This is an optimization exercise on Yosys and OpenROAD, whose aim is small area, a short achievable clock period and few clock cycles, not a production implementation.
The RTL was checked by simulation tests, not by an equivalence proof against the original design.
Power is estimated from default activity; no workload was simulated.

**flow/design.v**
```verilog
module cic_xfer (
    input  wire clk,
    input  wire rst,
    input  wire rdy,        
    input  wire pif_clk,
    output wire fall,       
    output wire rise        
);
    reg lvl;                
    wire taken = rdy & (pif_clk ^ lvl);
    assign fall = taken & lvl;
    assign rise = taken & ~lvl;
    always @(posedge clk) begin
        if (rst)
            lvl <= 1'b1;
        else if (taken)
            lvl <= pif_clk;
    end
endmodule
module cic_core (
    input  wire        clk,
    input  wire        rst,
    input  wire        start,
    input  wire        region_pal,
    input  wire        abort_req,
    input  wire [7:0]  seed,
    input  wire [47:0] checksum,    
    input  wire        pif_clk,
    input  wire        pif_din,
    output wire        drive_low,
    output wire        ready,
    output wire        busy,
    output wire        lockup,
    output reg  [1:0]  outcome
);
    localparam [127:0] TABLE_NTSC = 128'h89E16DC75B8F41B0CED01E31A581A90E;
    localparam [127:0] TABLE_PAL  = 128'hC511891728F321B0A57589171215F40E;
    localparam [1:0] OUT_NONE    = 2'd0;
    localparam [1:0] OUT_ENDED   = 2'd1;
    localparam [1:0] OUT_ABORTED = 2'd2;
    localparam [1:0] OUT_LOCKUP  = 2'd3;
    localparam [3:0] G_IDLE = 4'd0,
                     G_HELLO = 4'd1,    
                     G_SEED  = 4'd2,    
                     G_CK0   = 4'd3,    
                     G_CK    = 4'd4,    
                     G_INIT  = 4'd5,    
                     G_CMD   = 4'd6,    
                     G_CMPC  = 4'd7,    
                     G_CMPB  = 4'd8,    
                     G_V2A   = 4'd9,    
                     G_V2R   = 4'd10,   
                     G_V2Z   = 4'd11,   
                     G_V2T   = 4'd12,   
                     G_ACK   = 4'd13,   
                     G_LOCK  = 4'd14;
    reg  [3:0]   seg;
    reg          busy_r;
    reg          lock_r;
    reg          rdy;
    reg          drv;
    reg          rgn;
    reg  [1:0]   bc;        
    reg  [4:0]   nc;        
    reg  [3:0]   m1, m2, m3, m4, m5, m6, m7, m8,
                 m9, m10, m11, m12, m13, m14, m15;    
    reg  [119:0] sm;        
    reg  [3:0]   vt;        
    reg          vcy;       
    reg  [1:0]   rnd;
    reg          act;       
    reg  [3:0]   cx;        
    reg          vc, vd, ve, vf, vg, vh;    
    reg          fall_q;    
    reg          v2s2;      
    reg          sm_shift;  
    wire [3:0] r4  = sm[3:0];      
    wire [3:0] r3  = sm[7:4];      
    wire [3:0] r2  = sm[11:8];     
    wire [3:0] r1  = sm[15:12];    
    wire [3:0] qa3 = sm[23:20];    
    wire [3:0] qa6 = sm[27:24];    
    wire [3:0] ptr = sm[31:28];    
    wire       qcc = sm[32];       
    wire [3:0] va  = sm[119:116];  
    wire fall, rise;
    cic_xfer u_xfer (
        .clk     (clk),
        .rst     (rst),
        .rdy     (rdy),
        .pif_clk (pif_clk),
        .fall    (fall),
        .rise    (rise)
    );
    assign ready     = rdy;
    assign drive_low = drv;
    assign busy      = busy_r;
    assign lockup    = lock_r;
    wire [1:0] bsel = ~bc;                  
    reg cmp_bit;
    always @* begin
        case (ptr)
            4'd1:  cmp_bit = m1[0];
            4'd2:  cmp_bit = m2[0];
            4'd3:  cmp_bit = m3[0];
            4'd4:  cmp_bit = m4[0];
            4'd5:  cmp_bit = m5[0];
            4'd6:  cmp_bit = m6[0];
            4'd7:  cmp_bit = m7[0];
            4'd8:  cmp_bit = m8[0];
            4'd9:  cmp_bit = m9[0];
            4'd10: cmp_bit = m10[0];
            4'd11: cmp_bit = m11[0];
            4'd12: cmp_bit = m12[0];
            4'd13: cmp_bit = m13[0];
            4'd14: cmp_bit = m14[0];
            default: cmp_bit = m15[0];
        endcase
    end
    reg ssend;    
    reg sbit;     
    always @* begin
        ssend = 1'b1;
        sbit  = 1'b0;
        case (seg)
            G_HELLO: sbit = bc[0] & (bc[1] | rgn);       
            G_SEED, G_CK: sbit = sm[bsel];
            G_CMPB:  begin ssend = bc[0]; sbit = cmp_bit; end
            G_V2A:   sbit = ~bc[0];                     
            G_V2T:   sbit = sm[bsel];
            G_CK0, G_V2Z, G_ACK: sbit = 1'b0;
            default: ssend = 1'b0;
        endcase
    end
    reg [3:0] ckx;
    always @* begin
        case (nc[3:0])
            4'd0:  ckx = checksum[3:0];
            4'd1:  ckx = checksum[7:4];
            4'd2:  ckx = checksum[11:8];
            4'd3:  ckx = checksum[15:12];
            4'd4:  ckx = checksum[19:16];
            4'd5:  ckx = checksum[23:20];
            4'd6:  ckx = checksum[27:24];
            4'd7:  ckx = checksum[31:28];
            4'd8:  ckx = checksum[35:32];
            4'd9:  ckx = checksum[39:36];
            4'd10: ckx = checksum[43:40];
            default: ckx = checksum[47:44];
        endcase
    end
    wire [3:0] v2_a1 = va ^ {~vt[0], 3'b000};
    wire [3:0] v2_a2 = v2_a1 + {~v2_a1[1], 2'b00};
    wire [3:0] v2_t  = v2_a2 + vt;
    function [4:0] v2_step2;
        input       cy;
        input [3:0] t;
        reg   [3:0] u;
        reg   [4:0] w;
        begin
            u = (cy ? t : t + 4'd7) + t;
            w = {1'b0, u} + {1'b0, t} + {4'd0, cy};
            v2_step2 = {w[4], ~w[3:0]};
        end
    endfunction
    wire [4:0] v2_tab [0:31];
    genvar gi;
    generate
        for (gi = 0; gi < 32; gi = gi + 1) begin : g_v2
            assign v2_tab[gi] = v2_step2(gi / 16, gi % 16);
        end
    endgenerate
    wire [4:0] v2_f   = v2_tab[{vcy, vt}];
    wire [3:0] v2_out = v2_f[3:0];
    wire [3:0] n1  = cx + m1 + 4'd1;
    wire [3:0] n2  = ~(n1 + m2 + 4'd1);
    wire [4:0] s23 = {1'b0, m2} + {1'b0, m3} + 5'd1;
    wire       cc  = s23[4];
    wire [3:0] n3  = cc ? (m2 + {m3[2:0], 1'b1}) : s23[3:0];
    wire [3:0] a3  = cc ? n3 : m3;
    wire [3:0] n4  = qa3 + m4;
    wire [3:0] n5a = qa3 + m4 + m5;
    wire [3:0] n5b = {~m4[3], m4[2:0]} + (m4[3] ? 4'd0 : m5);
    wire [3:0] n5  = qcc ? n5b : n5a;
    wire [3:0] n6  = (qcc ? m5 : {~m5[3], m5[2:0]}) + ((~qcc & m5[3]) ? 4'd0 : m6) + {3'd0, qcc};
    wire [3:0] a6  = qcc ? n6 : m6;
    wire [3:0] n7  = qa6 + m7  + 4'd1;
    wire [3:0] n8  = n7  + m8  + 4'd1;
    wire [3:0] n9  = m8  + m9  + 4'd1;
    wire [3:0] n10 = n9  + m10 + 4'd1;
    wire [3:0] n11 = m10 + m11 + 4'd1;
    wire [3:0] n12 = n11 + m12 + 4'd1;
    wire [3:0] n13 = m12 + m13 + 4'd1;
    wire [3:0] n14 = n13 + m14 + 4'd1;
    wire [3:0] n15 = m14 + m15 + 4'd1;
    wire       rnd_end = vh & ~vg;            
    wire [3:0] ptr_next = rgn ? ptr - 4'd1 : ptr + 4'd1;
    wire       v2s1     = fall_q & (bc == 2'd3) & (seg == G_V2R);
    always @(posedge clk) begin
        v2s2 <= v2s1;
        sm_shift <= (fall & (bc == 2'd3) & (seg == G_V2T)) | v2s1;
        if (sm_shift) begin
            sm <= {v2_out, sm[119:4]};
        end else begin
            if (seg == G_HELLO) begin
                sm[15:12] <= 4'd15;                         
                sm[11:8]  <= 4'd0;
                sm[7:4]   <= seed[7:4] + seed[3:0] + 4'd1;   
                sm[3:0]   <= seed[7:4];                      
            end else if (seg == G_CK0) begin
                sm[15:12] <= 4'd3;
                sm[11:8]  <= 4'd5;
                sm[7:4]   <= 4'd3;
                sm[3:0]   <= 4'd0;
            end else if (fall_q && bc == 2'd3 && (seg == G_SEED || seg == G_CK)) begin
                sm[15:12] <= r1 + 4'd1 + vt;
                sm[11:8]  <= r2 + 4'd1 + r1;
                sm[7:4]   <= r3 + 4'd1 + r2;
                sm[3:0]   <= r4 + 4'd1 + r3;
            end
            if (act) begin
                sm[23:20] <= a3;
                sm[32]    <= cc;
            end
            if (vc)
                sm[27:24] <= a6;
            if (rnd_end)
                sm[31:28] <= (m7 == 4'd0) ? 4'd1 : m7;
            else if (rise && seg == G_CMPB && bc[0])
                sm[31:28] <= ptr_next;
            if (seg == G_V2A)
                sm[119:116] <= 4'd5;
        end
        if (v2s2)
            vcy <= v2_f[4];
        else if (seg == G_V2A)
            vcy <= 1'b1;
        if (seg == G_SEED)
            vt <= 4'd15;
        else if (seg == G_CK)
            vt <= ckx;
        else if (fall)
            vt <= {vt[2:0], pif_din};
        else if (v2s1)
            vt <= v2_t;
        fall_q <= fall;
        if (seg == G_INIT && !nc[0]) begin
            m1  <= rgn ? TABLE_PAL[4*17 +: 4] : TABLE_NTSC[4*17 +: 4];
            m2  <= rgn ? TABLE_PAL[4*18 +: 4] : TABLE_NTSC[4*18 +: 4];
            m3  <= rgn ? TABLE_PAL[4*19 +: 4] : TABLE_NTSC[4*19 +: 4];
            m4  <= rgn ? TABLE_PAL[4*20 +: 4] : TABLE_NTSC[4*20 +: 4];
            m5  <= rgn ? TABLE_PAL[4*21 +: 4] : TABLE_NTSC[4*21 +: 4];
            m6  <= rgn ? TABLE_PAL[4*22 +: 4] : TABLE_NTSC[4*22 +: 4];
            m7  <= rgn ? TABLE_PAL[4*23 +: 4] : TABLE_NTSC[4*23 +: 4];
            m8  <= rgn ? TABLE_PAL[4*24 +: 4] : TABLE_NTSC[4*24 +: 4];
            m9  <= rgn ? TABLE_PAL[4*25 +: 4] : TABLE_NTSC[4*25 +: 4];
            m10 <= rgn ? TABLE_PAL[4*26 +: 4] : TABLE_NTSC[4*26 +: 4];
            m11 <= rgn ? TABLE_PAL[4*27 +: 4] : TABLE_NTSC[4*27 +: 4];
            m12 <= rgn ? TABLE_PAL[4*28 +: 4] : TABLE_NTSC[4*28 +: 4];
            m13 <= rgn ? TABLE_PAL[4*29 +: 4] : TABLE_NTSC[4*29 +: 4];
            m14 <= rgn ? TABLE_PAL[4*30 +: 4] : TABLE_NTSC[4*30 +: 4];
            m15 <= rgn ? TABLE_PAL[4*31 +: 4] : TABLE_NTSC[4*31 +: 4];
        end else if (fall_q && seg == G_INIT && nc[0] && bc == 2'd3) begin
            m1 <= vt;                            
        end else if (seg == G_CMPC) begin
            if (act) begin m1  <= n1;  m2  <= n2;  m3  <= n3;  end
            if (vc)  begin m4  <= n4;  m5  <= n5;  m6  <= n6;  end
            if (vd)  begin m7  <= n7;  m8  <= n8;  end
            if (ve)  begin m9  <= n9;  m10 <= n10; end
            if (vf)  begin m11 <= n11; m12 <= n12; end
            if (vg)  begin m13 <= n13; m14 <= n14; end
            if (vh)  m15 <= n15;
        end
        if (act)
            cx <= cx - 4'd1;
        else if (rnd_end)
            cx <= n15;                           
        else if (seg != G_CMPC)
            cx <= m15;                           
    end
    always @(posedge clk) begin
        if (rst) begin
            seg     <= G_IDLE;
            busy_r  <= 1'b0;
            lock_r  <= 1'b0;
            rdy     <= 1'b0;
            drv     <= 1'b0;
            outcome <= OUT_NONE;
            act     <= 1'b0;
            vc      <= 1'b0;
            vd      <= 1'b0;
            ve      <= 1'b0;
            vf      <= 1'b0;
            vg      <= 1'b0;
            vh      <= 1'b0;
        end else begin
            if (seg == G_CMPC) begin
                if (act)
                    act <= (cx != 4'd0);
                vc <= act;
                vd <= vc;
                ve <= vd;
                vf <= ve;
                vg <= vf;
                vh <= vg;
                if (rnd_end) begin
                    rnd <= rnd + 2'd1;
                    if (rnd == 2'd2) begin
                        seg <= G_CMPB;
                        bc  <= 2'd0;
                        rdy <= 1'b1;
                    end else begin
                        act <= 1'b1;
                    end
                end
            end
            if (fall)
                drv <= ssend & ~sbit;
            if (seg == G_IDLE) begin
                if (start) begin
                    seg     <= G_HELLO;
                    busy_r  <= 1'b1;
                    rdy     <= 1'b1;
                    rgn     <= region_pal;
                    outcome <= OUT_NONE;
                    bc      <= 2'd0;
                    nc      <= 5'd0;
                end
            end else if (rise) begin
                drv <= 1'b0;
                bc  <= bc + 2'd1;
                case (seg)
                    G_HELLO: if (bc == 2'd3) seg <= G_SEED;
                    G_SEED: if (bc == 2'd3) begin
                        nc <= nc + 5'd1;
                        if (nc[3:0] == 4'd15) begin
                            seg <= G_CK0;
                            nc  <= 5'd0;
                        end
                    end
                    G_CK0: begin
                        seg <= G_CK;
                        bc  <= 2'd0;
                    end
                    G_CK: if (bc == 2'd3) begin
                        nc <= nc + 5'd1;
                        if (nc[3:0] == 4'd15) begin
                            seg <= G_INIT;
                            nc  <= 5'd0;
                        end
                    end
                    G_INIT: if (bc == 2'd3) begin
                        nc <= nc + 5'd1;
                        if (nc[0]) begin
                            if (abort_req) begin
                                seg     <= G_IDLE;
                                busy_r  <= 1'b0;
                                rdy     <= 1'b0;
                                outcome <= OUT_ABORTED;
                            end else begin
                                seg <= G_CMD;
                            end
                        end
                    end
                    G_CMD: if (bc[0]) begin
                        bc <= 2'd0;
                        nc <= 5'd0;
                        case (vt[1:0])
                            2'b00: begin
                                seg    <= G_CMPC;
                                rdy    <= 1'b0;
                                rnd    <= 2'd0;
                                act    <= 1'b1;
                            end
                            2'b10: seg <= G_V2A;
                            2'b11: seg <= G_ACK;
                            default: begin
                                seg     <= G_LOCK;
                                lock_r  <= 1'b1;
                                rdy     <= 1'b0;
                                outcome <= OUT_LOCKUP;
                            end
                        endcase
                    end
                    G_CMPB: if (bc[0] && ptr_next == 4'd0) begin
                        bc <= 2'd0;
                        if (abort_req) begin
                            seg     <= G_IDLE;
                            busy_r  <= 1'b0;
                            rdy     <= 1'b0;
                            outcome <= OUT_ABORTED;
                        end else begin
                            seg <= G_CMD;
                        end
                    end
                    G_V2A: if (bc == 2'd3) begin
                        nc <= nc + 5'd1;
                        if (nc[0]) begin
                            seg <= G_V2R;
                            nc  <= 5'd0;
                        end
                    end
                    G_V2R: if (bc == 2'd3) begin
                        nc <= nc + 5'd1;
                        if (nc == 5'd29) begin
                            seg <= G_V2Z;
                            nc  <= 5'd0;
                        end
                    end
                    G_V2Z: begin
                        seg <= G_V2T;
                        bc  <= 2'd0;
                    end
                    G_V2T: if (bc == 2'd3) begin
                        nc <= nc + 5'd1;
                        if (nc == 5'd29) begin
                            if (abort_req) begin
                                seg     <= G_IDLE;
                                busy_r  <= 1'b0;
                                rdy     <= 1'b0;
                                outcome <= OUT_ABORTED;
                            end else begin
                                seg <= G_CMD;
                            end
                        end
                    end
                    G_ACK: begin
                        seg     <= G_IDLE;
                        busy_r  <= 1'b0;
                        rdy     <= 1'b0;
                        outcome <= OUT_ENDED;
                    end
                    default: ;
                endcase
            end
        end
    end
endmodule
```
**flow/flow/run.sh**
```bash
#!/bin/bash
# The standard layout, with the port buffers made of buf_2 cells (which
# the resizer may size up) instead of the default delay-buffer cell.
set -euo pipefail
export BUFFER_PORTS_ARGS="-buffer_cell sky130_fd_sc_hd__buf_2"
bash standard.sh > standard_flow.log 2>&1
```
**flow/standard.sh**
```bash
#!/bin/bash
# synth_recipe.tcl (not shown) runs the flow's synth.tcl, then flattens the netlist and writes it again
# the make line also repeats each setting of config.mk as NAME=value (left out here)
make -C /OpenROAD-flow-scripts/flow DESIGN_CONFIG=/design/flow/config.mk WORK_HOME=/design/flow/orfs CLKGATE_MAP_FILE= SYNTH_SCRIPT=/design/flow/synth_recipe.tcl "${@:-finish}"
```
**flow/config.mk**
```make
export PLATFORM = sky130hd
export DESIGN_NAME = cic_core
export DESIGN_NICKNAME = cic_core
export VERILOG_FILES = /design/flow/design.v
export SDC_FILE = /design/flow/constraint.sdc
export NUM_CORES = 4
export LEC_CHECK = 0
export ABC_CLOCK_PERIOD_IN_PS = 2500
export CAP_MARGIN = 20
export CORE_MARGIN = 2
export CORE_UTILIZATION = 50
export CTS_CLUSTER_DIAMETER = 70
export CTS_CLUSTER_SIZE = 24
export PLACE_DENSITY = 0.7
export SETUP_SLACK_MARGIN = 4.4
export SLEW_MARGIN = 20
```
**flow/constraint.sdc**
```tcl
create_clock -name core_clock -period 7.0 [get_ports {clk}]
set_input_delay 1.4000 -clock core_clock [delete_from_list [all_inputs] [get_ports {clk}]]
set_output_delay 1.4000 -clock core_clock [all_outputs]
set_load 0.01 [all_outputs]
```
==> run_summary.xml, run 1 <==
<?xml version="1.0" encoding="UTF-8"?>
<metrics>
  <group name="floorplan">
    <metric name="floorplan.die_area" unit="um^2">26300</metric>
    <metric name="start_util" unit="%">51.2</metric>
    <metric name="rows" unit="">57</metric>
    <metric name="die_height" unit="um">162</metric>
    <metric name="coreArea" unit="um^2">24500</metric>
    <metric name="die_width" unit="um">162</metric>
    <metric name="pin_count" unit="">69</metric>
  </group>
  <group name="setup_path">
    <metric name="critical_path.reg2reg.endpoint" unit="">bc[1]</metric>
    <metric name="critical_path.cell_chain" unit="">or4b_4, nand3_2, nand2_1, or3_1, a41o_1, a32o_1</metric>
    <metric name="worstSetupEndpointType" unit="">flop</metric>
    <metric name="timing.critical_path.required" unit="ns">7.24</metric>
    <metric name="critical_path.endpoint" unit="">bc[1]</metric>
    <metric name="max_stage_delay" unit="ns">0.63</metric>
    <metric name="cp_data_arrival_time" unit="ns">2.81</metric>
    <metric name="r2r_start" unit="">rgn</metric>
    <metric name="timing.reg2reg.worst_path_depth" unit="">6</metric>
    <metric name="start_kind" unit="">flop</metric>
    <metric name="critical_path_cell_count" unit="">6</metric>
    <metric name="timing.critical_path.fanout_max" unit="">9</metric>
    <metric name="critical_path.top_delay_family" unit="">simple AND/OR/NAND/NOR gates</metric>
    <metric name="cp_slowest_cell" unit="">sky130_fd_sc_hd__edfxtp_1</metric>
    <metric name="setup.worst_path.class" unit="">flop to flop</metric>
    <metric name="ff2ff_setup_slack" unit="ns">4.43</metric>
    <metric name="critPathBufInv" unit="">0</metric>
    <metric name="critPathLaunch" unit="">rgn</metric>
  </group>
  <group name="drt">
    <metric name="drc_markers" unit="">0</metric>
    <metric name="routed-via-count" unit="">8936</metric>
    <metric name="avgRoutedWirePerCell" unit="um">18.1</metric>
    <metric name="via_per_inst" unit="">5.75</metric>
    <metric name="totalWireLength" unit="mm">28.2</metric>
    <metric name="postRouteAntennaNets" unit="">0</metric>
    <metric name="drt_first_iter_violations" unit="">763</metric>
    <metric name="firstDrtPassIters" unit="">5</metric>
  </group>
  <group name="timing">
    <metric name="finClkSkew" unit="ns">0.0194</metric>
    <metric name="final_hold_viols" unit="">0</metric>
    <metric name="rsz_0062_raised_after_global_routing" unit="">true</metric>
    <metric name="fin_tns_setup" unit="ns">0</metric>
    <metric name="max-slew-margin-rel" unit="%">36.2</metric>
    <metric name="layout_min_cycle_time" unit="ns">2.57</metric>
    <metric name="maxSlewViolCount" unit="">0</metric>
    <metric name="worst_slew_pin_slew" unit="ns">0.945</metric>
    <metric name="setup_violations" unit="">0</metric>
    <metric name="fin_crit_sh" unit="%">36.7</metric>
    <metric name="max_clock_freq" unit="GHz">0.389</metric>
  </group>
  <group name="logic_synthesis">
    <metric name="synth_edf_count" unit="">179</metric>
    <metric name="async_reset_ff_share" unit="%">0</metric>
    <metric name="yosysWarningCount" unit="">2</metric>
    <metric name="synth_nets" unit="">1330</metric>
    <metric name="post_synth_inst_count" unit="">1158</metric>
    <metric name="ys_seq_elements" unit="">220</metric>
    <metric name="postSynth.topFlopCell" unit="">sky130_fd_sc_hd__edfxtp_1</metric>
    <metric name="portion_of_synthesized_cell_area_occupied_by_the_leading_cell_type" unit="%">42.9</metric>
    <metric name="synthesis.area" unit="um^2">12500</metric>
    <metric name="synth_top_area_cell" unit="">sky130_fd_sc_hd__edfxtp_1</metric>
    <metric name="netlist_top_cells_area" unit="">sky130_fd_sc_hd__edfxtp_1 (43%), sky130_fd_sc_hd__ha_1 (8.4%), sky130_fd_sc_hd__dfxtp_1 (6.6%), sky130_fd_sc_hd__fa_1 (4.0%), sky130_fd_sc_hd__a21oi_1 (3.7%)</metric>
    <metric name="syn_area_per_cell" unit="um^2">10.8</metric>
    <metric name="yosys.cell_types.count" unit="">73</metric>
    <metric name="synth-seq-area-share" unit="%">49.5</metric>
  </group>
  <group name="grt">
    <metric name="grt_first_pass_wirelength" unit="mm">45.5</metric>
    <metric name="grt.met3_usage" unit="%">3.19</metric>
    <metric name="vias_in_the_first_global_route" unit="">8672</metric>
    <metric name="met2_layer_usage_reported_by_global_route" unit="%">34.8</metric>
    <metric name="grt_antenna_before_repair" unit="">0</metric>
    <metric name="gr_peak_layer" unit="">met2</metric>
    <metric name="met1_grt_util" unit="%">30.9</metric>
    <metric name="pin_count_of_the_biggest_net_entering_global_routing" unit="">76</metric>
    <metric name="overall_fraction_of_global_route_tracks_in_use" unit="%">21.5</metric>
    <metric name="overflow" unit="">0</metric>
  </group>
  <group name="power_and_ir_drop">
    <metric name="total_power" unit="mW">2.80</metric>
    <metric name="sequentialPowerShare" unit="%">53.6</metric>
    <metric name="power.switching" unit="mW">0.700</metric>
    <metric name="power.ir.vdd_worst" unit="mV">0.158</metric>
    <metric name="combPwrFrac" unit="%">12.2</metric>
    <metric name="part_of_the_total_power_dissipated_in_the_clock_network" unit="%">34.2</metric>
    <metric name="power_per_cell_area" unit="nW/um^2">200</metric>
    <metric name="leakage" unit="nW">5.48</metric>
    <metric name="cellInternalPower" unit="mW">2.10</metric>
    <metric name="power_switching_share" unit="%">25.0</metric>
  </group>
  <group name="job">
    <metric name="timing.max_cap.violations" unit="">0</metric>
  </group>
  <group name="status">
    <metric name="status" unit="">no timing/DRC/antenna violations</metric>
  </group>
  <group name="clocking">
    <metric name="clock_latency_on_the_worst_skew_pair" unit="ns">0.49</metric>
    <metric name="htree_num_levels" unit="">1</metric>
    <metric name="tritoncts" unit="">built</metric>
    <metric name="clk_pin_slew" unit="ns">0.09</metric>
    <metric name="clk_root_buffer_cell" unit="">sky130_fd_sc_hd__clkbuf_16</metric>
    <metric name="cts.path.max_buffers" unit="">3</metric>
    <metric name="clock-sinks" unit="">220</metric>
    <metric name="cts-buffers-inserted" unit="">16</metric>
  </group>
  <group name="placement">
    <metric name="dpl.cell_count" unit="">1505</metric>
    <metric name="dp_hpwl" unit="mm">19.8</metric>
    <metric name="io_buffer_count" unit="">68</metric>
    <metric name="finalWeightedCongestion" unit="">0.956</metric>
  </group>
  <group name="finish">
    <metric name="register_bank_with_the_most_flops" unit="">sm</metric>
    <metric name="area_growth_syn_to_layout" unit="%">11.8</metric>
    <metric name="reg.largest.list" unit="">sm (120), nc (5)</metric>
    <metric name="largest_register_ffs" unit="">120</metric>
    <metric name="post_route_cells_drive_above_1_share" unit="%">15.5</metric>
    <metric name="final_instance_count_without_filler_cells" unit="">1553</metric>
    <metric name="final_net_count" unit="">1391</metric>
    <metric name="postLayoutCoreUtil" unit="%">57.2</metric>
    <metric name="antenna_cells_inserted" unit="">0</metric>
  </group>
  <group name="hold_path">
    <metric name="hp-class" unit="">flop to flop</metric>
  </group>
</metrics>
[layout by cell type (no fill, tap or decap), types with 27 or more instances in the layout]
| cell | count |
|---|---|
| sky130_fd_sc_hd__dfxtp_1 | 33 |
| sky130_fd_sc_hd__buf_4 | 28 |
| sky130_fd_sc_hd__edfxtp_1 | 179 |
| sky130_fd_sc_hd__a21oi_1 | 85 |
| sky130_fd_sc_hd__xor2_1 | 27 |
| sky130_fd_sc_hd__nor2_1 | 71 |
| sky130_fd_sc_hd__nand2_1 | 112 |
| sky130_fd_sc_hd__o21ai_0 | 57 |
| sky130_fd_sc_hd__xnor2_1 | 39 |
| sky130_fd_sc_hd__inv_1 | 83 |
| sky130_fd_sc_hd__buf_2 | 68 |
| sky130_fd_sc_hd__ha_1 | 78 |
[stage by stage]
step / area (um^2) / hold slack (ns) / setup WS (ns)
3_5_place_dp: 13200 / 0.405 / 4.08
4_1_cts: 13800 / 0.422 / 4.40
3_3_place_gp: 13200 / 0.402 / 4.11
2_1_floorplan: 12600 / 0.400 / 4.38
6_report: 14000 / 0.418 / 4.43
5_1_grt: 14000 / 0.428 / 4.29
[power by group through the flow]
stage | logic (mW) | clock network, mW | registers (mW)
after floorplan | 0.281 | 0 | 1.49
after global placement | 0.330 | 0 | 1.53
after detailed placement | 0.338 | 0 | 1.53
after CTS | 0.340 | 0.985 | 1.50
after global routing | 0.385 | 1.02 | 1.51
final | 0.341 | 0.960 | 1.50
[repair_timing]
| item | 4_1_cts | 5_1_grt |
|---|---|---|
| buffers inserted | 7 | 13 |
| setup endpoints to repair | 91 | 29 |
| pin swaps | 2 | 13 |
| hold buffers | 0 | 0 |
| gates resized for setup | 8 | 26 |
[worst min-delay path by stage]
stage | from | to | slack (ns) | cells past startpoint
5_1_grt | sm[45] | sm[41] | 0.43 | 0
3_3_place_gp | sm[96] | sm[92] | 0.40 | 0
6_report | sm[99] | sm[95] | 0.42 | 0
4_1_cts | sm[98] | sm[94] | 0.42 | 0
3_5_place_dp | sm[104] | sm[100] | 0.40 | 0
2_1_floorplan | sm[104] | sm[100] | 0.40 | 0
[worst register-to-register path, stage by stage, from the launching register on]
cell and delay, ns:
sky130_fd_sc_hd__edfxtp_1 0.63, sky130_fd_sc_hd__or4b_4 0.54, sky130_fd_sc_hd__nand3_2 0.10, sky130_fd_sc_hd__nand2_1 0.08
sky130_fd_sc_hd__or3_1 0.46, sky130_fd_sc_hd__a41o_1 0.27, sky130_fd_sc_hd__a32o_1 0.25
[cells in the mapped netlist (all sizes together), types with 3 or more instances]
| master | number |
|---|---|
| a22o | 5 |
| nor4 | 4 |
| ha | 84 |
| buf | 18 |
| nand3b | 3 |
| nand2 | 112 |
| fa | 25 |
| a311oi | 3 |
| nor2b | 23 |
| nand2b | 14 |
| a21o | 23 |
| nor3b | 3 |
| o21ai | 62 |
| xnor2 | 41 |
| mux2i | 14 |
| a211oi | 15 |
| o31ai | 7 |
| o22ai | 5 |
| o211ai | 22 |
| a31oi | 8 |
| a32oi | 4 |
| nand3 | 13 |
| or2 | 5 |
| a221oi | 9 |
| mux2 | 9 |
| a22oi | 16 |
| xor2 | 27 |
| nor3 | 20 |
| nor2 | 75 |
| dfxtp | 41 |
| a21oi | 92 |
| a41oi | 4 |
| and3 | 4 |
| clkbuf | 35 |
| o21a | 7 |
| inv | 89 |
| edfxtp | 179 |
| xnor3 | 3 |
| and2 | 3 |
[routing by layer]
layer / wire length (um) / part of all wire [%]
met1: 13000 / 46
met4: 592 / 2.1
met5: 0 / 0
met3: 1680 / 6.0
met2: 12900 / 46
[cell families (layout without fill, tap and decap cells)]
logic type | after synthesis | in the layout | synth area share [%]
AOI/OAI and AO/OA | 303 | 303 | 15.6
xor gates and xnor gates | 71 | 71 | 5.29
adders and majority gates | 110 | 110 | 12.5
buffers and inverters | 143 | 214 | 4.41
DFF | 220 | 220 | 49.5
muxes | 23 | 23 | 1.93
and+or+nand+nor | 288 | 288 | 10.8
[layout make-up]
cell class,count,area (um^2)
clock buffers,20,437
clock inverters,8,98.8
fillers,2047,10500
inverters,90,354
multi-input cells,795,5950
flip-flops and latches,220,6210
well taps,324,405
repair buffers,96,551
Testbench counts, summed over its fixed seeds: cycles 47,175.
==> inputs of run 2 (changes only) <==
--- a/flow/config.mk
+++ b/flow/config.mk
@@ -9,8 +9,8 @@
 export CAP_MARGIN = 20
 export CORE_MARGIN = 2
-export CORE_UTILIZATION = 50
+export CORE_UTILIZATION = 45
 export CTS_CLUSTER_DIAMETER = 70
 export CTS_CLUSTER_SIZE = 24
-export PLACE_DENSITY = 0.7
+export PLACE_DENSITY = 0.55
 export SETUP_SLACK_MARGIN = 4.4
 export SLEW_MARGIN = 20
==> run 2 against run 1 <==
  * Cell area rose by 1.6%
  * Sequential cell count did not move
  * Combinational power rose by 2%
  * Non-clock buffer count did not move
  * Largest power group unchanged
  * Power rose by 6.5%
  * Still clean
==> run_summary.xml, run 2 <==
<?xml version="1.0" encoding="UTF-8"?>
<metrics>
  <group name="setup_path">
    <metric name="cp_data_arrival_time" unit="ns">2.88</metric>
    <metric name="max_stage_delay" unit="ns">0.65</metric>
    <metric name="critical_path.top_delay_family" unit="">simple AND/OR/NAND/NOR gates</metric>
    <metric name="critPathBufInv" unit="">0</metric>
    <metric name="critical_path.cell_chain" unit="">or4b_4, nand3_2, nand2_1, or3_1, a41o_1, a32o_1</metric>
    <metric name="timing.critical_path.fanout_max" unit="">9</metric>
    <metric name="start_kind" unit="">flop</metric>
    <metric name="worstSetupEndpointType" unit="">flop</metric>
    <metric name="timing.critical_path.required" unit="ns">7.25</metric>
    <metric name="critical_path_cell_count" unit="">6</metric>
    <metric name="ff2ff_setup_slack" unit="ns">4.37</metric>
    <metric name="cp_slowest_cell" unit="">sky130_fd_sc_hd__edfxtp_1</metric>
    <metric name="setup.worst_path.class" unit="">flop to flop</metric>
    <metric name="timing.reg2reg.worst_path_depth" unit="">6</metric>
  </group>
  <group name="grt">
    <metric name="overall_fraction_of_global_route_tracks_in_use" unit="%">20.2</metric>
    <metric name="vias_in_the_first_global_route" unit="">8340</metric>
    <metric name="grt_antenna_before_repair" unit="">0</metric>
    <metric name="overflow" unit="">0</metric>
    <metric name="pin_count_of_the_biggest_net_entering_global_routing" unit="">90</metric>
    <metric name="grt_first_pass_wirelength" unit="mm">46.3</metric>
  </group>
  <group name="drt">
    <metric name="routed-via-count" unit="">8773</metric>
    <metric name="postRouteAntennaNets" unit="">0</metric>
    <metric name="totalWireLength" unit="mm">29.3</metric>
    <metric name="via_per_inst" unit="">5.45</metric>
    <metric name="drt_first_iter_violations" unit="">660</metric>
    <metric name="avgRoutedWirePerCell" unit="um">18.2</metric>
    <metric name="firstDrtPassIters" unit="">5</metric>
    <metric name="drc_markers" unit="">0</metric>
  </group>
  <group name="logic_synthesis">
    <metric name="async_reset_ff_share" unit="%">0</metric>
    <metric name="yosysWarningCount" unit="">2</metric>
    <metric name="yosys.cell_count.top_type" unit="">sky130_fd_sc_hd__edfxtp_1</metric>
    <metric name="syn_area_per_cell" unit="um^2">10.8</metric>
    <metric name="netlist_top_cells_area" unit="">sky130_fd_sc_hd__edfxtp_1 (43%), sky130_fd_sc_hd__ha_1 (8.4%), sky130_fd_sc_hd__dfxtp_1 (6.6%), sky130_fd_sc_hd__fa_1 (4.0%), sky130_fd_sc_hd__a21oi_1 (3.7%)</metric>
    <metric name="yosys.cell_types.count" unit="">73</metric>
    <metric name="post_synth_inst_count" unit="">1158</metric>
    <metric name="postSynth.topFlopCell" unit="">sky130_fd_sc_hd__edfxtp_1</metric>
    <metric name="ys_seq_elements" unit="">220</metric>
    <metric name="yosys-top-cells-count" unit="">sky130_fd_sc_hd__edfxtp_1 (179), sky130_fd_sc_hd__nand2_1 (112), sky130_fd_sc_hd__a21oi_1 (92)</metric>
    <metric name="portion_of_synthesized_cell_area_occupied_by_the_leading_cell_type" unit="%">42.9</metric>
    <metric name="synth_nets" unit="">1330</metric>
    <metric name="synth_edf_count" unit="">179</metric>
    <metric name="synth-seq-area-share" unit="%">49.5</metric>
    <metric name="synth_top_area_cell" unit="">sky130_fd_sc_hd__edfxtp_1</metric>
    <metric name="synthesis.area" unit="um^2">12500</metric>
  </group>
  <group name="floorplan">
    <metric name="pin_count" unit="">69</metric>
    <metric name="rows" unit="">61</metric>
    <metric name="coreArea" unit="um^2">27600</metric>
    <metric name="start_util" unit="%">45.3</metric>
    <metric name="die_height" unit="um">171</metric>
    <metric name="floorplan.die_area" unit="um^2">29200</metric>
    <metric name="die_width" unit="um">171</metric>
  </group>
  <group name="clocking">
    <metric name="cts.path.max_buffers" unit="">3</metric>
    <metric name="tritoncts" unit="">built</metric>
    <metric name="cts-buffers-inserted" unit="">19</metric>
    <metric name="clock_latency_on_the_worst_skew_pair" unit="ns">0.51</metric>
    <metric name="htree_num_levels" unit="">1</metric>
    <metric name="clk_pin_slew" unit="ns">0.09</metric>
    <metric name="clock-sinks" unit="">220</metric>
    <metric name="clk_root_buffer_cell" unit="">sky130_fd_sc_hd__clkbuf_16</metric>
    <metric name="ctsHoldBuffers" unit="">0</metric>
  </group>
  <group name="finish">
    <metric name="layout.cells.most_common" unit="">sky130_fd_sc_hd__edfxtp_1</metric>
    <metric name="final_cell_mix" unit="">sky130_fd_sc_hd__edfxtp_1 (179), sky130_fd_sc_hd__nand2_1 (112), sky130_fd_sc_hd__a21oi_1 (85), sky130_fd_sc_hd__inv_1 (83), sky130_fd_sc_hd__ha_1 (78)</metric>
    <metric name="filler_cell_count" unit="">2557</metric>
    <metric name="reg.largest.list" unit="">sm (120), nc (5)</metric>
    <metric name="postLayoutCoreUtil" unit="%">51.5</metric>
    <metric name="area_growth_syn_to_layout" unit="%">13.5</metric>
    <metric name="final_net_count" unit="">1394</metric>
    <metric name="post_route_cells_drive_above_1_share" unit="%">15.9</metric>
    <metric name="area.sequential" unit="um^2">6210</metric>
    <metric name="finish.instance_area" unit="um^2">14200</metric>
    <metric name="antenna_cells_inserted" unit="">0</metric>
    <metric name="multi_input_area" unit="um^2">5960</metric>
    <metric name="largest_register_ffs" unit="">120</metric>
    <metric name="register_bank_with_the_most_flops" unit="">sm</metric>
  </group>
  <group name="timing">
    <metric name="setup_violations" unit="">0</metric>
    <metric name="rsz_0062_raised_after_global_routing" unit="">true</metric>
    <metric name="maxSlewViolCount" unit="">0</metric>
    <metric name="worst_slew_pin_slew" unit="ns">0.994</metric>
    <metric name="finClkSkew" unit="ns">0.0225</metric>
    <metric name="layout_min_cycle_time" unit="ns">2.63</metric>
    <metric name="fin_tns_setup" unit="ns">0</metric>
    <metric name="fin_crit_sh" unit="%">37.5</metric>
    <metric name="final_hold_viols" unit="">0</metric>
    <metric name="max-slew-margin-rel" unit="%">33.2</metric>
    <metric name="max_clock_freq" unit="GHz">0.381</metric>
  </group>
  <group name="placement">
    <metric name="io_buffer_count" unit="">68</metric>
    <metric name="dp_hpwl" unit="mm">20.5</metric>
    <metric name="dpl_cell_area" unit="um^2">13300</metric>
    <metric name="finalWeightedCongestion" unit="">0.888</metric>
  </group>
  <group name="power_and_ir_drop">
    <metric name="leakage" unit="nW">5.56</metric>
    <metric name="power.ir.vdd_worst" unit="mV">0.172</metric>
    <metric name="power_per_cell_area" unit="nW/um^2">210</metric>
  </group>
  <group name="hold_path">
    <metric name="hold_path_depth" unit="">0</metric>
    <metric name="hp-class" unit="">flop to flop</metric>
  </group>
  <group name="status">
    <metric name="status" unit="">no timing/DRC/antenna violations</metric>
  </group>
  <group name="job">
    <metric name="timing.max_cap.violations" unit="">0</metric>
  </group>
</metrics>
[run 2: layout make-up]
class | instances | share of cell area (%)
Sequential cell | 220 | 43.7
Multi-Input combinational cell | 795 | 41.9
Timing Repair Buffer | 96 | 3.87
Clock buffer | 19 | 3.34
Tap cell | 378 | 3.33
Inverter | 90 | 2.51
Clock inverter | 12 | 1.39
[run 2: worst paths after layout]
path | from | to
worst min register to register | sm[115] | sm[111]
worst max-delay path | rgn | bc[1]
worst min-delay path | sm[115] | sm[111]
worst max register to register | rgn | bc[1]
[run 2: stage by stage]
| stage | total power [mW] | setup WS, ns | hold slack [ns] | cells |
|---|---|---|---|---|
| finish | 2.99 | 4.37 | 0.421 | 1610 |
| global route | 3.12 | 4.29 | 0.431 | 1610 |
| CTS | 3.02 | 4.41 | 0.421 | 1597 |
| detailed placement | 1.87 | 3.99 | 0.405 | 1560 |
| global placement | 1.87 | 4.09 | 0.402 | 1560 |
| floorplan | 1.77 | 4.38 | 0.400 | 1158 |
[run 2: kinds of logic (layout without fill, tap and decap cells)]
logic type	Yosys count	after routing	synth area share [%]
compound gates	303	303	15.6
xor+xnor	71	71	5.29
fa+ha+maj	110	110	12.5
buf+inv	143	217	4.41
flops	220	220	49.5
mux	23	23	1.93
simple gates	288	288	10.8
[run 2: report_power, final]
| part | internal, mW | leakage, nW | total, mW | switching [mW] |
|---|---|---|---|---|
| logic | 0.166 | 3.27 | 0.347 | 0.181 |
| clock network | 0.578 | 0.323 | 1.14 | 0.563 |
| registers | 1.44 | 1.96 | 1.50 | 0.0571 |
[run 2: routing by layer]
metal | share of wire, % | track usage, %
met1 | 49 | 29.7
met2 | 45 | 32.2
met3 | 4.2 | 2.64
met4 | 1.5 | 3.61
met5 | 0 | 0
[run 2: repair_timing]
action / 4_1_cts / 5_1_grt
gates resized for setup: 7 / 30
endpoints found under the setup margin: 46 / 32
buffers inserted: 6 / 13
pin swaps: 1 / 10
==> inputs of run 3 (changes only) <==
--- a/flow/config.mk
+++ b/flow/config.mk
@@ -6,11 +6,11 @@
 export NUM_CORES = 4
 export LEC_CHECK = 0
-export ABC_CLOCK_PERIOD_IN_PS = 2500
+export ABC_CLOCK_PERIOD_IN_PS = 3500
 export CAP_MARGIN = 20
 export CORE_MARGIN = 2
-export CORE_UTILIZATION = 45
+export CORE_UTILIZATION = 50
 export CTS_CLUSTER_DIAMETER = 70
 export CTS_CLUSTER_SIZE = 24
-export PLACE_DENSITY = 0.55
+export PLACE_DENSITY = 0.6
 export SETUP_SLACK_MARGIN = 4.4
 export SLEW_MARGIN = 20
==> run 3 against run 2 <==
  * Count of clock-buffer cells in the layout is 1 lower
  * Synthesized cell count stayed put
  * Via count is 0.62% higher
  * Sequential power hardly changed
  * Setup slack better by 0.12 ns
  * Critical path depth is 4 higher
==> run_summary.xml, run 3 <==
<?xml version="1.0" encoding="UTF-8"?>
<metrics>
  <group name="setup_path">
    <metric name="setup.worst_path.class" unit="">flop to flop</metric>
    <metric name="worstSetupEndpointType" unit="">flop</metric>
    <metric name="timing.critical_path.fanout_max" unit="">2</metric>
    <metric name="r2r_start" unit="">m9[0]</metric>
    <metric name="critPathLaunch" unit="">m9[0]</metric>
    <metric name="cp_data_arrival_time" unit="ns">2.75</metric>
    <metric name="start_kind" unit="">flop</metric>
    <metric name="timing.critical_path.required" unit="ns">7.25</metric>
  </group>
  <group name="floorplan">
    <metric name="floorplan.die_area" unit="um^2">26300</metric>
    <metric name="start_util" unit="%">51.2</metric>
    <metric name="pin_count" unit="">69</metric>
    <metric name="rows" unit="">57</metric>
    <metric name="coreArea" unit="um^2">24500</metric>
    <metric name="die_height" unit="um">162</metric>
    <metric name="die_width" unit="um">162</metric>
  </group>
  <group name="logic_synthesis">
    <metric name="netlist_top_cells_area" unit="">sky130_fd_sc_hd__edfxtp_1 (43%), sky130_fd_sc_hd__ha_1 (8.4%), sky130_fd_sc_hd__dfxtp_1 (6.6%), sky130_fd_sc_hd__fa_1 (4.0%), sky130_fd_sc_hd__a21oi_1 (3.7%)</metric>
    <metric name="async_reset_ff_share" unit="%">0</metric>
    <metric name="fraction_of_the_mapped_netlist_area_in_compound_gates" unit="%">15.6</metric>
    <metric name="synth-simple-area-share" unit="%">10.8</metric>
    <metric name="synth-xor-area-share" unit="%">5.29</metric>
    <metric name="ys_seq_elements" unit="">220</metric>
    <metric name="syn_area_per_cell" unit="um^2">10.8</metric>
    <metric name="synth_top_family_by_area" unit="">compound AO/OA/AOI/OAI gates</metric>
    <metric name="yosys.cell_count.top_type" unit="">sky130_fd_sc_hd__edfxtp_1</metric>
    <metric name="portion_of_synthesized_cell_area_occupied_by_the_leading_cell_type" unit="%">42.9</metric>
    <metric name="yosysWarningCount" unit="">2</metric>
    <metric name="synth_top_area_cell" unit="">sky130_fd_sc_hd__edfxtp_1</metric>
    <metric name="postSynth.topFlopCell" unit="">sky130_fd_sc_hd__edfxtp_1</metric>
    <metric name="synth-seq-area-share" unit="%">49.5</metric>
    <metric name="synth_edf_count" unit="">179</metric>
    <metric name="synth_nets" unit="">1330</metric>
    <metric name="synth.mux.area_fraction" unit="%">1.93</metric>
    <metric name="synthAdderAreaFrac" unit="%">12.5</metric>
    <metric name="yosys.cell_types.count" unit="">73</metric>
    <metric name="synthesis.area" unit="um^2">12500</metric>
    <metric name="yosys-top-cells-count" unit="">sky130_fd_sc_hd__edfxtp_1 (179), sky130_fd_sc_hd__nand2_1 (112), sky130_fd_sc_hd__a21oi_1 (92)</metric>
    <metric name="post_synth_inst_count" unit="">1158</metric>
  </group>
  <group name="clocking">
    <metric name="ctsHoldBuffers" unit="">0</metric>
    <metric name="cts-buffers-inserted" unit="">17</metric>
    <metric name="clock-sinks" unit="">220</metric>
    <metric name="cts.path.max_buffers" unit="">3</metric>
    <metric name="clk_pin_slew" unit="ns">0.09</metric>
    <metric name="clk_root_buffer_cell" unit="">sky130_fd_sc_hd__clkbuf_16</metric>
    <metric name="clock_latency_on_the_worst_skew_pair" unit="ns">0.49</metric>
    <metric name="tritoncts" unit="">built</metric>
    <metric name="htree_num_levels" unit="">1</metric>
  </group>
  <group name="grt">
    <metric name="grt_first_pass_wirelength" unit="mm">46.9</metric>
    <metric name="overflow" unit="">0</metric>
    <metric name="pin_count_of_the_biggest_net_entering_global_routing" unit="">73</metric>
    <metric name="grt_antenna_before_repair" unit="">0</metric>
    <metric name="overall_fraction_of_global_route_tracks_in_use" unit="%">22.4</metric>
    <metric name="vias_in_the_first_global_route" unit="">8691</metric>
  </group>
  <group name="timing">
    <metric name="fin_crit_sh" unit="%">35.8</metric>
    <metric name="max-slew-margin-rel" unit="%">32.0</metric>
    <metric name="layout_min_cycle_time" unit="ns">2.50</metric>
    <metric name="final_hold_viols" unit="">0</metric>
    <metric name="max_clock_freq" unit="GHz">0.399</metric>
    <metric name="rsz_0062_raised_after_global_routing" unit="">true</metric>
    <metric name="final.hold.worst_slack" unit="ns">0.423</metric>
    <metric name="setup_violations" unit="">0</metric>
    <metric name="finClkSkew" unit="ns">0.0138</metric>
    <metric name="worst_slew_pin_slew" unit="ns">1.01</metric>
    <metric name="fin_tns_setup" unit="ns">0</metric>
    <metric name="maxSlewViolCount" unit="">0</metric>
  </group>
  <group name="power_and_ir_drop">
    <metric name="power.ir.vdd_worst" unit="mV">0.222</metric>
    <metric name="combPwrFrac" unit="%">12.3</metric>
    <metric name="power.switching" unit="mW">0.723</metric>
    <metric name="sequentialPowerShare" unit="%">53.0</metric>
    <metric name="power_per_cell_area" unit="nW/um^2">203</metric>
    <metric name="total_power" unit="mW">2.83</metric>
    <metric name="leakage" unit="nW">5.47</metric>
    <metric name="power_switching_share" unit="%">25.6</metric>
    <metric name="cellInternalPower" unit="mW">2.11</metric>
    <metric name="part_of_the_total_power_dissipated_in_the_clock_network" unit="%">34.7</metric>
  </group>
  <group name="drt">
    <metric name="routed-via-count" unit="">8827</metric>
    <metric name="postRouteAntennaNets" unit="">0</metric>
    <metric name="drc_markers" unit="">0</metric>
    <metric name="firstDrtPassIters" unit="">5</metric>
    <metric name="avgRoutedWirePerCell" unit="um">18.6</metric>
    <metric name="totalWireLength" unit="mm">28.9</metric>
    <metric name="via_per_inst" unit="">5.70</metric>
    <metric name="drt_first_iter_violations" unit="">679</metric>
  </group>
  <group name="finish">
    <metric name="postLayoutCoreUtil" unit="%">57.1</metric>
    <metric name="post_route_cells_drive_above_1_share" unit="%">15.1</metric>
    <metric name="reg.largest.list" unit="">sm (120), nc (5)</metric>
    <metric name="largest_register_ffs" unit="">120</metric>
    <metric name="final_net_count" unit="">1388</metric>
    <metric name="register_bank_with_the_most_flops" unit="">sm</metric>
    <metric name="antenna_cells_inserted" unit="">0</metric>
    <metric name="final_instance_count_without_filler_cells" unit="">1549</metric>
    <metric name="final_cell_mix" unit="">sky130_fd_sc_hd__edfxtp_1 (179), sky130_fd_sc_hd__nand2_1 (112), sky130_fd_sc_hd__a21oi_1 (86), sky130_fd_sc_hd__inv_1 (85), sky130_fd_sc_hd__ha_1 (79)</metric>
    <metric name="area_growth_syn_to_layout" unit="%">11.4</metric>
    <metric name="filler_cell_count" unit="">2080</metric>
    <metric name="layout.cells.most_common" unit="">sky130_fd_sc_hd__edfxtp_1</metric>
  </group>
  <group name="job">
    <metric name="timing.max_cap.violations" unit="">0</metric>
  </group>
  <group name="status">
    <metric name="status" unit="">no timing/DRC/antenna violations</metric>
  </group>
  <group name="placement">
    <metric name="finalWeightedCongestion" unit="">0.894</metric>
    <metric name="dpl.cell_count" unit="">1506</metric>
    <metric name="dp_hpwl" unit="mm">20.2</metric>
    <metric name="io_buffer_count" unit="">68</metric>
  </group>
  <group name="hold_path">
    <metric name="hp-class" unit="">flop to flop</metric>
    <metric name="holdCritStartpoint" unit="">sm[74]</metric>
  </group>
</metrics>
## run 3: cell count changes in the layout (fill, tap and decap cells not counted), sizes merged
| cell | previous run | this run |
|---|---|---|
| clkbuf | 19 | 18 |
| clkinvlp | 1 | 2 |
| buf | 96 | 92 |
| inv | 94 | 91 |
## run 3: worst paths after layout
check | endpoint | slack, ns | depth (start not counted)
hold reg to reg | sm[70] | 0.42 | 0
setup reg to reg | m10[3] | 4.50 | 10
hold / removal | sm[70] | 0.42 | 0
setup / recovery | m10[3] | 4.50 | 10
## run 3: area by class of cell
class                           count  area, um^2  area share, %
Multi-Input combinational cell    795        5920           42.4
Inverter                           90         354           2.54
Tap cell                          324         405           2.90
Clock buffer                       18         429           3.07
Timing Repair Buffer               92         520           3.73
Sequential cell                   220        6210           44.5
Clock inverter                     10         116          0.834
## run 3: kinds of logic after synthesis
logic type	Yosys count
and+or+nand+nor	288
xor gates and xnor gates	71
adders and majority gates	110
buffers and inverters	143
muxes	23
AOI/OAI and AO/OA	303
DFF	220
## run 3: metal layers
layer	track usage (%)	vias up	share of wire, %
met5	0	-	0
met4	5.19	0	1.8
met3	2.78	35	4.6
met2	35.3	198	45
met1	33.3	4284	48
li1	-	4310	-
## run 3: timing repair
| item | 4_1_cts | 5_1_grt |
|---|---|---|
| pin swaps | 1 | 11 |
| gates resized for setup | 11 | 22 |
| setup endpoints to repair | 33 | 24 |
| setup buffers | 4 | 11 |
## run 3: power by group through the flow
stage | Sequential (mW) | Clock, mW | Combinational (mW)
2_1_floorplan | 1.49 | 0 | 0.281
3_3_place_gp | 1.53 | 0 | 0.336
3_5_place_dp | 1.53 | 0 | 0.343
4_1_cts | 1.50 | 1.02 | 0.347
5_1_grt | 1.51 | 1.05 | 0.395
6_report | 1.50 | 0.981 | 0.349
## run 3: through the flow
| stage | worst slack [ns] | instance area (um^2) |
|---|---|---|
| after CTS | 4.41 | 13800 |
| after floorplan | 4.38 | 12600 |
| final | 4.50 | 14000 |
| after global routing | 4.35 | 14000 |
| after global placement | 3.97 | 13200 |
| after detailed placement | 3.78 | 13200 |
## run 3: critical path, cell delays in order (launching register included)
cell and delay (ns):
sky130_fd_sc_hd__edfxtp_1 0.35, sky130_fd_sc_hd__inv_1 0.05, sky130_fd_sc_hd__ha_2 0.19, sky130_fd_sc_hd__fa_2 0.54, sky130_fd_sc_hd__inv_1 0.05, sky130_fd_sc_hd__ha_1 0.26, sky130_fd_sc_hd__a21o_1 0.17, sky130_fd_sc_hd__a21oi_2 0.13
sky130_fd_sc_hd__xnor2_1 0.14, sky130_fd_sc_hd__xnor2_1 0.10, sky130_fd_sc_hd__or2_2 0.28
==> inputs of run 4 (changes only) <==
--- a/flow/config.mk
+++ b/flow/config.mk
@@ -6,10 +6,10 @@
 export NUM_CORES = 4
 export LEC_CHECK = 0
-export ABC_CLOCK_PERIOD_IN_PS = 3500
+export ABC_CLOCK_PERIOD_IN_PS = 2500
 export CAP_MARGIN = 20
 export CORE_MARGIN = 2
 export CORE_UTILIZATION = 50
-export CTS_CLUSTER_DIAMETER = 70
-export CTS_CLUSTER_SIZE = 24
+export CTS_CLUSTER_DIAMETER = 80
+export CTS_CLUSTER_SIZE = 30
 export PLACE_DENSITY = 0.6
 export SETUP_SLACK_MARGIN = 4.4
==> run 4 against run 3 <==
  * Count of clock-buffer cells in the layout is 3 lower
  * Critical endpoint unchanged
  * Setup slack worse by 0.0098 ns
  * Combinational power hardly changed
  * Synthesized area stayed put
  * Non-clock buffer count is 1 lower
  * Highest routed layer unchanged
  * Global-route usage is 0.17 points lower
  * Sequential share of layout area is 0.15 points higher
  * Still clean
  * Routed wire length is 0.91% lower
  * Largest cell class unchanged
==> run_summary.xml, run 4 <==
<?xml version="1.0" encoding="UTF-8"?>
<metrics>
  <group name="setup_path">
    <metric name="cp_data_arrival_time" unit="ns">2.75</metric>
    <metric name="ff2ff_setup_slack" unit="ns">4.49</metric>
    <metric name="setup.worst_path.class" unit="">flop to flop</metric>
    <metric name="critical_path.reg2reg.endpoint" unit="">m10[3]</metric>
    <metric name="worstSetupEndpointType" unit="">flop</metric>
    <metric name="timing.critical_path.required" unit="ns">7.24</metric>
    <metric name="start_kind" unit="">flop</metric>
    <metric name="timing.critical_path.fanout_max" unit="">2</metric>
    <metric name="r2r_start" unit="">m8[0]</metric>
    <metric name="timing.reg2reg.worst_path_depth" unit="">10</metric>
  </group>
  <group name="clocking">
    <metric name="clock_latency_on_the_worst_skew_pair" unit="ns">0.50</metric>
    <metric name="clock-sinks" unit="">220</metric>
    <metric name="clk_root_buffer_cell" unit="">sky130_fd_sc_hd__clkbuf_16</metric>
    <metric name="ctsHoldBuffers" unit="">0</metric>
    <metric name="htree_num_levels" unit="">1</metric>
    <metric name="clk_pin_slew" unit="ns">0.10</metric>
    <metric name="tritoncts" unit="">built</metric>
    <metric name="cts.path.max_buffers" unit="">3</metric>
    <metric name="cts-buffers-inserted" unit="">15</metric>
  </group>
  <group name="grt">
    <metric name="grt_first_pass_wirelength" unit="mm">46.7</metric>
    <metric name="vias_in_the_first_global_route" unit="">8646</metric>
    <metric name="grt_antenna_before_repair" unit="">0</metric>
    <metric name="pin_count_of_the_biggest_net_entering_global_routing" unit="">73</metric>
    <metric name="overflow" unit="">0</metric>
    <metric name="overall_fraction_of_global_route_tracks_in_use" unit="%">22.3</metric>
  </group>
  <group name="timing">
    <metric name="max-slew-margin-rel" unit="%">23.6</metric>
    <metric name="rsz_0062_raised_after_global_routing" unit="">true</metric>
    <metric name="final_hold_viols" unit="">0</metric>
    <metric name="fin_crit_sh" unit="%">35.9</metric>
    <metric name="worst_slew_pin_slew" unit="ns">1.14</metric>
    <metric name="max_clock_freq" unit="GHz">0.398</metric>
    <metric name="finClkSkew" unit="ns">0.0366</metric>
    <metric name="setup_violations" unit="">0</metric>
    <metric name="fin_tns_setup" unit="ns">0</metric>
    <metric name="layout_min_cycle_time" unit="ns">2.51</metric>
    <metric name="maxSlewViolCount" unit="">0</metric>
  </group>
  <group name="logic_synthesis">
    <metric name="async_reset_ff_share" unit="%">0</metric>
    <metric name="synth-seq-area-share" unit="%">49.5</metric>
    <metric name="yosysWarningCount" unit="">2</metric>
    <metric name="synth_edf_count" unit="">179</metric>
    <metric name="ys_seq_elements" unit="">220</metric>
    <metric name="syn_area_per_cell" unit="um^2">10.8</metric>
    <metric name="post_synth_inst_count" unit="">1158</metric>
    <metric name="synth_nets" unit="">1330</metric>
    <metric name="synth_top_area_cell" unit="">sky130_fd_sc_hd__edfxtp_1</metric>
    <metric name="postSynth.topFlopCell" unit="">sky130_fd_sc_hd__edfxtp_1</metric>
    <metric name="portion_of_synthesized_cell_area_occupied_by_the_leading_cell_type" unit="%">42.9</metric>
    <metric name="yosys.cell_count.top_type" unit="">sky130_fd_sc_hd__edfxtp_1</metric>
    <metric name="yosys.cell_types.count" unit="">73</metric>
    <metric name="netlist_top_cells_area" unit="">sky130_fd_sc_hd__edfxtp_1 (43%), sky130_fd_sc_hd__ha_1 (8.4%), sky130_fd_sc_hd__dfxtp_1 (6.6%), sky130_fd_sc_hd__fa_1 (4.0%), sky130_fd_sc_hd__a21oi_1 (3.7%)</metric>
    <metric name="yosys-top-cells-count" unit="">sky130_fd_sc_hd__edfxtp_1 (179), sky130_fd_sc_hd__nand2_1 (112), sky130_fd_sc_hd__a21oi_1 (92)</metric>
    <metric name="synthesis.area" unit="um^2">12500</metric>
  </group>
  <group name="power_and_ir_drop">
    <metric name="power.ir.vdd_worst" unit="mV">0.198</metric>
    <metric name="total_power" unit="mW">2.79</metric>
    <metric name="power_per_cell_area" unit="nW/um^2">201</metric>
    <metric name="leakage" unit="nW">5.45</metric>
  </group>
  <group name="drt">
    <metric name="firstDrtPassIters" unit="">5</metric>
    <metric name="drc_markers" unit="">0</metric>
    <metric name="drt_first_iter_violations" unit="">685</metric>
    <metric name="routed-via-count" unit="">8795</metric>
    <metric name="postRouteAntennaNets" unit="">0</metric>
    <metric name="avgRoutedWirePerCell" unit="um">18.5</metric>
    <metric name="via_per_inst" unit="">5.70</metric>
    <metric name="totalWireLength" unit="mm">28.6</metric>
  </group>
  <group name="floorplan">
    <metric name="rows" unit="">57</metric>
    <metric name="pin_count" unit="">69</metric>
    <metric name="coreArea" unit="um^2">24500</metric>
    <metric name="die_height" unit="um">162</metric>
    <metric name="floorplan.die_area" unit="um^2">26300</metric>
    <metric name="start_util" unit="%">51.2</metric>
    <metric name="die_width" unit="um">162</metric>
  </group>
  <group name="finish">
    <metric name="final_net_count" unit="">1385</metric>
    <metric name="reg.largest.list" unit="">sm (120), nc (5)</metric>
    <metric name="register_bank_with_the_most_flops" unit="">sm</metric>
    <metric name="antenna_cells_inserted" unit="">0</metric>
    <metric name="final_cell_mix" unit="">sky130_fd_sc_hd__edfxtp_1 (179), sky130_fd_sc_hd__nand2_1 (112), sky130_fd_sc_hd__a21oi_1 (86), sky130_fd_sc_hd__inv_1 (85), sky130_fd_sc_hd__ha_1 (79)</metric>
    <metric name="largest_register_ffs" unit="">120</metric>
    <metric name="layout.cells.most_common" unit="">sky130_fd_sc_hd__edfxtp_1</metric>
    <metric name="post_route_cells_drive_above_1_share" unit="%">14.7</metric>
    <metric name="area_growth_syn_to_layout" unit="%">11.1</metric>
  </group>
  <group name="hold_path">
    <metric name="hold_path_depth" unit="">0</metric>
    <metric name="holdCritStartpoint" unit="">sm[115]</metric>
    <metric name="min_to" unit="">sm[111]</metric>
    <metric name="hp-class" unit="">flop to flop</metric>
  </group>
  <group name="status">
    <metric name="status" unit="">no timing/DRC/antenna violations</metric>
  </group>
  <group name="placement">
    <metric name="finalWeightedCongestion" unit="">0.894</metric>
    <metric name="dp_hpwl" unit="mm">20.2</metric>
    <metric name="io_buffer_count" unit="">68</metric>
  </group>
  <group name="job">
    <metric name="timing.max_cap.violations" unit="">0</metric>
  </group>
</metrics>
-- run 4: cell count changes in the layout (fill, tap and decap cells not counted), sizes merged --
cell and delta:
buf -1, inv +2, clkbuf -3, clkinv -3
-- run 4: cells by family after synthesis --
| group | count (synthesis) | share of synthesized area (%) |
|---|---|---|
| multiplexers | 23 | 1.93 |
| buffers and inverters | 143 | 4.41 |
| flip-flops | 220 | 49.5 |
| AND/OR/NAND/NOR | 288 | 10.8 |
| AO/OA/AOI/OAI | 303 | 15.6 |
| adder cells (fa/ha/maj) | 110 | 12.5 |
| XOR/XNOR | 71 | 5.29 |
-- run 4: worst max-delay path by stage --
| stage | startpoint | end | cells after the start |
|---|---|---|---|
| after floorplan | seed[4] | sm[6] | 7 |
| after global placement | pif_clk | sm[28] | 3 |
| after detailed placement | pif_clk | sm[28] | 3 |
| after CTS | vt[1] | vt[3] | 9 |
| after global routing | m9[0] | m10[3] | 10 |
| final | m8[0] | m10[3] | 10 |
-- run 4: critical path: stages, from the launching register on --
cell	delay (ns)
sky130_fd_sc_hd__dfxtp_2	0.35
sky130_fd_sc_hd__inv_1	0.06
sky130_fd_sc_hd__ha_2	0.18
sky130_fd_sc_hd__fa_2	0.54
sky130_fd_sc_hd__inv_1	0.05
sky130_fd_sc_hd__ha_1	0.27
sky130_fd_sc_hd__a21o_1	0.17
sky130_fd_sc_hd__a21oi_2	0.13
sky130_fd_sc_hd__xnor2_1	0.14
sky130_fd_sc_hd__xnor2_1	0.09
sky130_fd_sc_hd__or2_2	0.28
-- run 4: cell type report --
cell class,count,area (um^2)
Multi-Input combinational cell,795,5920
Clock inverter,9,133
Clock buffer,15,375
Sequential cell,220,6210
Timing Repair Buffer,91,513
Fill cell,2084,10600
Tap cell,324,405
Inverter,90,354
-- run 4: per-stage QoR --
stage | util, % | cell area [um^2] | hold WS (ns) | std cells | worst slack [ns]
after global placement | 54.0 | 13200 | 0.402 | 1506 | 3.97
after global routing | 56.9 | 13900 | 0.436 | 1544 | 4.34
final | 56.9 | 13900 | 0.418 | 1544 | 4.49
after CTS | 56.3 | 13800 | 0.413 | 1535 | 4.42
after detailed placement | 54.0 | 13200 | 0.405 | 1506 | 3.78
after floorplan | - | 12600 | 0.400 | 1158 | 4.38
-- run 4: power breakdown --
part           internal, mW  switching [mW]  leakage, nW
Clock                 0.459           0.485        0.241
Combinational         0.166           0.182         3.24
Sequential             1.44          0.0587         1.96
Total                  2.07           0.727         5.45
-- run 4: repair_timing --
| action | 4_1_cts | 5_1_grt |
|---|---|---|
| pin swaps | 1 | 9 |
| endpoints found under the setup margin | 34 | 42 |
| buffers inserted | 5 | 9 |
| resized for setup | 10 | 22 |
-- run 4: per-layer routing --
layer,global-route usage (%),wire (um),vias to the layer above
met2,34.8,13000,217
met3,2.45,1410,24
met5,0,0,-
li1,-,-,4293
met1,33.7,13800,4261
met4,4.75,384,0
==> inputs of run 5 (changes only) <==
--- a/flow/config.mk
+++ b/flow/config.mk
@@ -10,6 +10,6 @@
 export CORE_MARGIN = 2
 export CORE_UTILIZATION = 50
-export CTS_CLUSTER_DIAMETER = 80
-export CTS_CLUSTER_SIZE = 30
+export CTS_CLUSTER_DIAMETER = 75
+export CTS_CLUSTER_SIZE = 28
 export PLACE_DENSITY = 0.6
 export SETUP_SLACK_MARGIN = 4.4
==> run 5 against run 4 <==
  * Still clean on timing, DRC and antenna
  * Die area unchanged
  * Synthesized cell count unchanged
  * Setup slack got worse by 0.044 ns
  * Sequential power barely moved
  * Utilization decreased by 0.19 points
  * Cell area down 0.33%
  * Critical path depth is the same
  * Combinational power about the same
  * Cell count about the same
  * Count of clock-buffer cells in the layout unchanged
  * Critical endpoint is now m14[3]
  * Largest power group unchanged
==> run_summary.xml, run 5 <==
<?xml version="1.0" encoding="UTF-8"?>
<metrics>
  <group name="finish">
    <metric name="antenna_cells_inserted" unit="">0</metric>
    <metric name="final_net_count" unit="">1386</metric>
    <metric name="area_growth_syn_to_layout" unit="%">10.7</metric>
    <metric name="post_route_cells_drive_above_1_share" unit="%">14.8</metric>
  </group>
  <group name="logic_synthesis">
    <metric name="yosysWarningCount" unit="">2</metric>
    <metric name="post_synth_inst_count" unit="">1158</metric>
    <metric name="yosys.cell_types.count" unit="">73</metric>
    <metric name="postSynth.topFlopCell" unit="">sky130_fd_sc_hd__edfxtp_1</metric>
  </group>
  <group name="floorplan">
    <metric name="die_width" unit="um">162</metric>
    <metric name="start_util" unit="%">51.2</metric>
    <metric name="floorplan.die_area" unit="um^2">26300</metric>
    <metric name="coreArea" unit="um^2">24500</metric>
  </group>
  <group name="timing">
    <metric name="finClkSkew" unit="ns">0.0202</metric>
    <metric name="worst_slew_pin_slew" unit="ns">1.00</metric>
    <metric name="rsz_0062_raised_after_global_routing" unit="">true</metric>
    <metric name="fin_ws" unit="ns">4.44</metric>
  </group>
  <group name="grt">
    <metric name="grt.met3_usage" unit="%">2.27</metric>
    <metric name="grt_antenna_before_repair" unit="">0</metric>
    <metric name="overflow" unit="">0</metric>
  </group>
  <group name="drt">
    <metric name="firstDrtPassIters" unit="">5</metric>
    <metric name="totalWireLength" unit="mm">28.8</metric>
    <metric name="via_per_inst" unit="">5.73</metric>
    <metric name="avgRoutedWirePerCell" unit="um">18.6</metric>
  </group>
  <group name="setup_path">
    <metric name="worstSetupEndpointType" unit="">flop</metric>
    <metric name="cp_data_arrival_time" unit="ns">2.75</metric>
    <metric name="r2r_start" unit="">m12[0]</metric>
    <metric name="critical_path.reg2reg.endpoint" unit="">m14[3]</metric>
  </group>
  <group name="power_and_ir_drop">
    <metric name="power_per_cell_area" unit="nW/um^2">197</metric>
    <metric name="power.switching" unit="mW">0.710</metric>
  </group>
  <group name="clocking">
    <metric name="tritoncts" unit="">built</metric>
    <metric name="clock_latency_on_the_worst_skew_pair" unit="ns">0.49</metric>
    <metric name="ctsHoldBuffers" unit="">0</metric>
  </group>
  <group name="status">
    <metric name="status" unit="">no timing/DRC/antenna violations</metric>
  </group>
  <group name="placement">
    <metric name="dp_hpwl" unit="mm">20.2</metric>
  </group>
</metrics>
-- run 5: cell counts after synthesis --
No cell type changed its count.
-- run 5: layer usage --
| layer | routed length (um) | vias up |
|---|---|---|
| li1 | - | 4301 |
| met1 | 13800 | 4314 |
| met2 | 13100 | 199 |
| met3 | 1330 | 33 |
| met4 | 580 | 0 |
| met5 | 0 | - |
-- run 5: final cells by class --
| class | count | area (um^2) | share of cell area, % |
|---|---|---|---|
| multi-input cells | 795 | 5920 | 42.7 |
| clock buffers | 15 | 375 | 2.71 |
| clock inverters | 9 | 80.1 | 0.578 |
| well taps | 324 | 405 | 2.92 |
| flip-flops and latches | 220 | 6210 | 44.8 |
| inverters | 90 | 354 | 2.55 |
| repair buffers | 92 | 520 | 3.75 |
-- run 5: stage by stage --
step                instances  utilization [%]  area [um^2]
floorplan                1158                -        12600
global placement         1506             54.0        13200
detailed placement       1506             54.0        13200
CTS                      1534             56.1        13700
global route             1545             56.7        13900
finish                   1545             56.7        13900
-- run 5: worst max-delay path: stages, from the launching register on --
cell and delay [ns]:
sky130_fd_sc_hd__dfxtp_2 0.37, sky130_fd_sc_hd__inv_1 0.07, sky130_fd_sc_hd__ha_1 0.24, sky130_fd_sc_hd__fa_2 0.59, sky130_fd_sc_hd__inv_1 0.05, sky130_fd_sc_hd__ha_1 0.26
sky130_fd_sc_hd__a21o_1 0.19, sky130_fd_sc_hd__a21oi_2 0.14, sky130_fd_sc_hd__xnor2_1 0.15, sky130_fd_sc_hd__xnor2_1 0.13, sky130_fd_sc_hd__o21ai_0 0.09
-- run 5: power by group through the flow --
stage | sequential [mW] | clock (mW) | combinational (mW)
floorplan | 1.49 | 0 | 0.281
global placement | 1.53 | 0 | 0.336
detailed placement | 1.53 | 0 | 0.343
CTS | 1.50 | 0.909 | 0.347
global route | 1.51 | 0.942 | 0.395
finish | 1.50 | 0.878 | 0.348
-- run 5: repair_timing --
action | 4_1_cts | 5_1_grt
buffers inserted | 4 | 11
pin swaps | 1 | 11
endpoints found under the setup margin | 34 | 44
gates resized for setup | 10 | 21
-- run 5: logic make-up (layout without fill, tap and decap cells) --
| family | count (synthesis) | after routing | synth area share, % |
|---|---|---|---|
| AO/OA/AOI/OAI | 303 | 303 | 15.6 |
| XOR/XNOR | 71 | 71 | 5.29 |
| adder cells (fa/ha/maj) | 110 | 110 | 12.5 |
| buffers and inverters | 143 | 206 | 4.41 |
| flip-flops | 220 | 220 | 49.5 |
| multiplexers | 23 | 23 | 1.93 |
| AND/OR/NAND/NOR | 288 | 288 | 10.8 |
-- run 5: worst max-delay path by stage --
stage	from	end	slack [ns]
2_1_floorplan	seed[4]	sm[6]	4.38
3_3_place_gp	pif_clk	sm[28]	3.97
3_5_place_dp	pif_clk	sm[28]	3.78
4_1_cts	vt[1]	vt[3]	4.41
5_1_grt	m9[0]	m10[3]	4.34
6_report	m12[0]	m14[3]	4.44

Check on run 5: ideal ports give 4.443 ns setup slack; a clkbuf_16 on the clock port and buf_2 on the inputs give 4.443 ns; moving port delays by the midpoint clock arrival (0.530 ns) as well gives 4.051 ns.
